Source: an optimization exercise on an open RTL-to-GDS flow (aim: a short achievable clock period and few clock cycles). Production flows keep margins and buffers that such runs may drop. At most, simulation tests tie the RTL to the original design; equivalence was not proved. Power and IR drop assume default switching activity.

==> flow/design.v <==
module minicomp_core (
    input  wire       clk,
    input  wire       rst,           
    output wire [7:0] mem_addr,
    input  wire [7:0] mem_rdata,
    output wire       mem_we,
    output wire [7:0] mem_wdata,
    output wire [7:0] io_port,       
    output wire       io_rd,         
    input  wire [7:0] io_rdata,
    input  wire       io_present,    
    output wire       io_wr,         
    output wire [7:0] io_wdata
);
    reg [7:0] x0, x1, x2, x3;
    reg [7:0] addr_q, ir, ipc, nb, ioaddr, wdata_q;
    reg       m_fetch, m_normal, m_memop, m_jimm;
    reg       we_q, rd_q, wr_q;
    reg [3:0] sb;                    
    reg [7:0] xa, xb;                
    reg e_add, e_shl, e_shr, e_not, e_and, e_or, e_xor, e_alu, e_aluw;
    reg e_clf, e_data, e_ind, e_ina, e_outa, e_jmp, e_jmpr, e_jxxx, e_mem, e_st, e_outd;
    reg mo_ld, mo_st;                
    reg       cy, f_al, f_eq, zen;
    reg [7:0] fres;
    wire [7:0] b = mem_rdata;
    wire [7:0] g0 = xa & xb;
    wire [7:0] p0 = xa ^ xb;
    reg  [8:0] gg, pp;
    reg  [8:0] gn, pn;
    integer k, d;
    always @(*) begin
        gg = {g0, cy};
        pp = {p0, 1'b0};
        for (d = 1; d < 9; d = d * 2) begin
            gn = gg;
            pn = pp;
            for (k = d; k < 9; k = k + 1) begin
                gn[k] = gg[k] | (pp[k] & gg[k - d]);
                pn[k] = pp[k] & pp[k - d];
            end
            gg = gn;
            pp = pn;
        end
    end
    wire [7:0] sum  = p0 ^ gg[7:0];
    wire       sum8 = gg[8];
    wire [7:0] c = ({8{e_add}} & sum)
                 | ({8{e_shl}} & {xa[6:0], cy})
                 | ({8{e_shr}} & {cy, xa[7:1]})
                 | ({8{e_not}} & ~xa)
                 | ({8{e_and}} & g0)
                 | ({8{e_or}}  & (xa | xb))
                 | ({8{e_xor}} & p0);
    wire cout = (e_add & sum8) | (e_shl & xa[7]) | (e_shr & xa[0]);
    wire f_z   = zen & (fres == 8'd0);
    wire taken = |(ir[3:0] & {cy, f_al, f_eq, f_z});
    wire [7:0] a1 = addr_q + 8'd1;
    wire [7:0] a2 = addr_q + 8'd2;
    wire [7:0] i1 = ipc + 8'd1;
    wire [7:0] i2 = ipc + 8'd2;
    wire b_j  = b[7:4] == 4'd5;
    wire nb_j = nb[7:4] == 4'd5;
    wire e_seq  = e_alu | e_clf | e_ind | e_ina | e_outa;
    wire n_seq  = m_normal & (e_seq | (e_jxxx & ~taken));
    wire st_hit = mo_st & (addr_q == ipc);
    wire       load_b  = m_fetch | n_seq;
    wire       load_nb = m_memop & ~st_hit;
    wire       load    = load_b | load_nb;
    wire [7:0] ir_nx   = m_memop ? nb : b;
    wire       w_oth = (m_normal & (e_data | e_ina | (e_ind & io_present))) | (m_memop & mo_ld);
    wire [7:0] od    = e_ind ? io_rdata : e_ina ? ioaddr : b;
    wire [7:0] xd    = e_aluw ? c : od;
    wire [3:0] xw    = sb & {4{e_aluw | w_oth}};
    wire [3:0] na = 4'b0001 << ir_nx[3:2];
    wire [3:0] nbs = 4'b0001 << ir_nx[1:0];
    wire [7:0] xsa = ({8{na[0]}} & x0) | ({8{na[1]}} & x1) | ({8{na[2]}} & x2) | ({8{na[3]}} & x3);
    wire [7:0] xsb = ({8{nbs[0]}} & x0) | ({8{nbs[1]}} & x1) | ({8{nbs[2]}} & x2) | ({8{nbs[3]}} & x3);
    wire       fwa = |(xw & na);
    wire       fwb = |(xw & nbs);
    always @(posedge clk) begin
        if (rst) begin
            x0 <= 8'd0; x1 <= 8'd0; x2 <= 8'd0; x3 <= 8'd0;
            addr_q <= 8'd0;
            ir <= 8'd0;
            ipc <= 8'd0;
            nb <= 8'd0;
            ioaddr <= 8'd0;
            wdata_q <= 8'd0;
            m_fetch <= 1'b1; m_normal <= 1'b0; m_memop <= 1'b0; m_jimm <= 1'b0;
            we_q <= 1'b0; rd_q <= 1'b0; wr_q <= 1'b0;
            sb <= 4'd0; xa <= 8'd0; xb <= 8'd0;
            e_add <= 1'b0; e_shl <= 1'b0; e_shr <= 1'b0; e_not <= 1'b0; e_and <= 1'b0;
            e_or <= 1'b0; e_xor <= 1'b0; e_alu <= 1'b0; e_aluw <= 1'b0;
            e_clf <= 1'b0; e_data <= 1'b0; e_ind <= 1'b0; e_ina <= 1'b0; e_outa <= 1'b0;
            e_jmp <= 1'b0; e_jmpr <= 1'b0; e_jxxx <= 1'b0; e_mem <= 1'b0; e_st <= 1'b0;
            e_outd <= 1'b0;
            mo_ld <= 1'b0; mo_st <= 1'b0;
            cy <= 1'b0; f_al <= 1'b0; f_eq <= 1'b0; zen <= 1'b0; fres <= 8'd0;
        end else begin
            if (xw[0]) x0 <= xd;
            if (xw[1]) x1 <= xd;
            if (xw[2]) x2 <= xd;
            if (xw[3]) x3 <= xd;
            if (e_alu) begin
                cy <= cout; f_al <= xa > xb; f_eq <= xa == xb; fres <= c; zen <= e_aluw;
            end
            if (e_clf) begin
                cy <= 1'b0; f_al <= 1'b0; f_eq <= 1'b0; zen <= 1'b0;
            end
            if (e_outa) ioaddr <= xb;
            if (load) begin
                ir <= ir_nx;
                sb <= nbs;
            end
            xa <= fwa ? xd : xsa;
            xb <= fwb ? xd : xsb;
            if (load_b) ipc <= a1;
            else if (load_nb) ipc <= i1;
            e_alu  <= load & ir_nx[7];
            e_aluw <= load & ir_nx[7] & (ir_nx[6:4] != 3'd7);
            e_add  <= load & (ir_nx[7:4] == 4'd8);
            e_shl  <= load & (ir_nx[7:4] == 4'd9);
            e_shr  <= load & (ir_nx[7:4] == 4'd10);
            e_not  <= load & (ir_nx[7:4] == 4'd11);
            e_and  <= load & (ir_nx[7:4] == 4'd12);
            e_or   <= load & (ir_nx[7:4] == 4'd13);
            e_xor  <= load & (ir_nx[7:4] == 4'd14);
            e_mem  <= load & ((ir_nx[7:5] == 3'd0) | (ir_nx[7:2] == 6'b011110));
            e_st   <= load & (ir_nx[7:4] == 4'd1);
            e_outd <= load & (ir_nx[7:2] == 6'b011110);
            e_data <= load & (ir_nx[7:4] == 4'd2);
            e_jmpr <= load & (ir_nx[7:4] == 4'd3);
            e_jmp  <= load & (ir_nx[7:4] == 4'd4);
            e_jxxx <= load & (ir_nx[7:4] == 4'd5);
            e_clf  <= load & (ir_nx[7:4] == 4'd6);
            e_ind  <= load & (ir_nx[7:2] == 6'b011100);
            e_ina  <= load & (ir_nx[7:2] == 6'b011101);
            e_outa <= load & (ir_nx[7:2] == 6'b011111);
            rd_q   <= load & (ir_nx[7:2] == 6'b011100);
            we_q <= 1'b0;
            wr_q <= 1'b0;
            m_fetch  <= 1'b0;
            m_normal <= load;
            m_memop  <= 1'b0;
            m_jimm   <= 1'b0;
            if (m_fetch) begin
                addr_q <= b_j ? a2 : a1;
            end
            if (m_normal) begin
                if (n_seq) begin
                    addr_q <= b_j ? a2 : a1;
                end else if (e_mem) begin
                    nb <= b;
                    wdata_q <= xb;
                    addr_q <= xa;
                    we_q <= e_st;
                    wr_q <= e_outd;
                    mo_ld <= ~e_st & ~e_outd;
                    mo_st <= e_st;
                    m_memop <= 1'b1;
                end else if (e_jxxx) begin           
                    addr_q <= ipc;
                    m_jimm <= 1'b1;
                end else if (e_data) begin
                    addr_q <= a1;
                    m_fetch <= 1'b1;
                end else if (e_jmp) begin
                    addr_q <= b;
                    m_fetch <= 1'b1;
                end else begin                       
                    addr_q <= xb;
                    m_fetch <= 1'b1;
                end
            end
            if (m_memop) begin
                mo_ld <= 1'b0;
                mo_st <= 1'b0;
                if (st_hit) begin                    
                    addr_q <= ipc;
                    m_fetch <= 1'b1;
                end else begin
                    addr_q <= nb_j ? i2 : i1;
                end
            end
            if (m_jimm) begin
                addr_q <= b;
                m_fetch <= 1'b1;
            end
        end
    end
    assign mem_addr  = addr_q;
    assign mem_we    = we_q;
    assign mem_wdata = wdata_q;
    assign io_port   = ioaddr;
    assign io_rd     = rd_q;
    assign io_wr     = wr_q;
    assign io_wdata  = wdata_q;
endmodule
clock: 5.0 ns
lec_check: 0
abc_clock_period_in_ps: 1000
cap_margin: 20
core_margin: 2
core_utilization: 40
place_density: 0.6
setup_slack_margin: 3.5
slew_margin: 20
run.sh (not shown) runs the stock make flow with config.mk's settings and CLKGATE_MAP_FILE= SYNTH_SCRIPT=/design/flow/synth_recipe.tcl, a recipe that flattens the netlist after the stock synthesis.
Testbench counts at the start, summed over its fixed seeds: cycles 99,460.
==> next run, changes <==
--- a/flow/design.v
+++ b/flow/design.v
@@ -13,20 +13,21 @@
     output wire [7:0] io_wdata
 );
     reg [7:0] x0, x1, x2, x3;
     reg [7:0] addr_q, ir, ipc, nb, ioaddr, wdata_q;
     reg       m_fetch, m_normal, m_memop, m_jimm;
     reg       we_q, rd_q, wr_q;
-    reg [3:0] sb;                    
-    reg [7:0] xa, xb;                
+    reg [3:0] sa, sb;                
     reg e_add, e_shl, e_shr, e_not, e_and, e_or, e_xor, e_alu, e_aluw;
     reg e_clf, e_data, e_ind, e_ina, e_outa, e_jmp, e_jmpr, e_jxxx, e_mem, e_st, e_outd;
     reg mo_ld, mo_st;                
     reg       cy, f_al, f_eq, zen;
     reg [7:0] fres;
     wire [7:0] b = mem_rdata;
+    wire [7:0] xa = ({8{sa[0]}} & x0) | ({8{sa[1]}} & x1) | ({8{sa[2]}} & x2) | ({8{sa[3]}} & x3);
+    wire [7:0] xb = ({8{sb[0]}} & x0) | ({8{sb[1]}} & x1) | ({8{sb[2]}} & x2) | ({8{sb[3]}} & x3);
     wire [7:0] g0 = xa & xb;
     wire [7:0] p0 = xa ^ xb;
     reg  [8:0] gg, pp;
     reg  [8:0] gn, pn;
     integer k, d;
     always @(*) begin
@@ -64,35 +65,29 @@
     wire e_seq  = e_alu | e_clf | e_ind | e_ina | e_outa;
     wire n_seq  = m_normal & (e_seq | (e_jxxx & ~taken));
     wire st_hit = mo_st & (addr_q == ipc);
     wire       load_b  = m_fetch | n_seq;
     wire       load_nb = m_memop & ~st_hit;
     wire       load    = load_b | load_nb;
-    wire [7:0] ir_nx   = m_memop ? nb : b;
+    wire [7:0] ir_nx   = load_b ? b : nb;
     wire       w_oth = (m_normal & (e_data | e_ina | (e_ind & io_present))) | (m_memop & mo_ld);
     wire [7:0] od    = e_ind ? io_rdata : e_ina ? ioaddr : b;
     wire [7:0] xd    = e_aluw ? c : od;
     wire [3:0] xw    = sb & {4{e_aluw | w_oth}};
-    wire [3:0] na = 4'b0001 << ir_nx[3:2];
-    wire [3:0] nbs = 4'b0001 << ir_nx[1:0];
-    wire [7:0] xsa = ({8{na[0]}} & x0) | ({8{na[1]}} & x1) | ({8{na[2]}} & x2) | ({8{na[3]}} & x3);
-    wire [7:0] xsb = ({8{nbs[0]}} & x0) | ({8{nbs[1]}} & x1) | ({8{nbs[2]}} & x2) | ({8{nbs[3]}} & x3);
-    wire       fwa = |(xw & na);
-    wire       fwb = |(xw & nbs);
     always @(posedge clk) begin
         if (rst) begin
             x0 <= 8'd0; x1 <= 8'd0; x2 <= 8'd0; x3 <= 8'd0;
             addr_q <= 8'd0;
             ir <= 8'd0;
             ipc <= 8'd0;
             nb <= 8'd0;
             ioaddr <= 8'd0;
             wdata_q <= 8'd0;
             m_fetch <= 1'b1; m_normal <= 1'b0; m_memop <= 1'b0; m_jimm <= 1'b0;
             we_q <= 1'b0; rd_q <= 1'b0; wr_q <= 1'b0;
-            sb <= 4'd0; xa <= 8'd0; xb <= 8'd0;
+            sa <= 4'd0; sb <= 4'd0;
             e_add <= 1'b0; e_shl <= 1'b0; e_shr <= 1'b0; e_not <= 1'b0; e_and <= 1'b0;
             e_or <= 1'b0; e_xor <= 1'b0; e_alu <= 1'b0; e_aluw <= 1'b0;
             e_clf <= 1'b0; e_data <= 1'b0; e_ind <= 1'b0; e_ina <= 1'b0; e_outa <= 1'b0;
             e_jmp <= 1'b0; e_jmpr <= 1'b0; e_jxxx <= 1'b0; e_mem <= 1'b0; e_st <= 1'b0;
             e_outd <= 1'b0;
             mo_ld <= 1'b0; mo_st <= 1'b0;
@@ -108,16 +103,15 @@
             if (e_clf) begin
                 cy <= 1'b0; f_al <= 1'b0; f_eq <= 1'b0; zen <= 1'b0;
             end
             if (e_outa) ioaddr <= xb;
             if (load) begin
                 ir <= ir_nx;
-                sb <= nbs;
+                sa <= 4'b0001 << ir_nx[3:2];
+                sb <= 4'b0001 << ir_nx[1:0];
             end
-            xa <= fwa ? xd : xsa;
-            xb <= fwb ? xd : xsb;
             if (load_b) ipc <= a1;
             else if (load_nb) ipc <= i1;
             e_alu  <= load & ir_nx[7];
             e_aluw <= load & ir_nx[7] & (ir_nx[6:4] != 3'd7);
             e_add  <= load & (ir_nx[7:4] == 4'd8);
             e_shl  <= load & (ir_nx[7:4] == 4'd9);
What happened: Sequential power fell by about 7%; final area rose by 3.5%; core utilization rose by 4.7 points; count of clock-buffer cells in the layout fell by 1; final cell count fell by 2.8%; die area fell by 3.8%; setup slack gets worse by 0.38 ns; routed wire length rose by 9.2%; first-iteration DRC count rose by 10%; flip-flop and latch count fell by 12; global-route usage rose by 2.9 points; via count rose by 4.4%; maximum frequency fell by 14%.
Function not checked in the second run of this note: the RTL went through the layout flow alone.

-- afterwards: timing with drivers on the ports --
Ports are ideal in the flow. The routed layouts listed here were re-timed in OpenROAD. Step 1, drivers: a clkbuf_16 drives clk and a buf_2 each remaining input, both assumed. Step 2 times the ports against the registers' clock, not the clock port: input delays grow and output delays shrink by t, the midpoint of the rising clock arrivals with the driver on. Slacks: ideal / step 1 / step 2; pairs: ideal / step 1.
run	shift t [ns]	setup slack, ns	slew at the worst register clock pin (ns)	worst data-port slew with drivers (ns)
the first run	0.474	2.732 / 2.732 / 2.344	0.06 / 0.06	0.06
the second run	0.477	2.355 / 2.355 / 2.152	0.07 / 0.07	0.06
After both steps setup and hold are still met in every run listed. The setup slack of the first run, which loses most, moves by 0.000 ns with the drivers and by -0.388 ns with both steps.
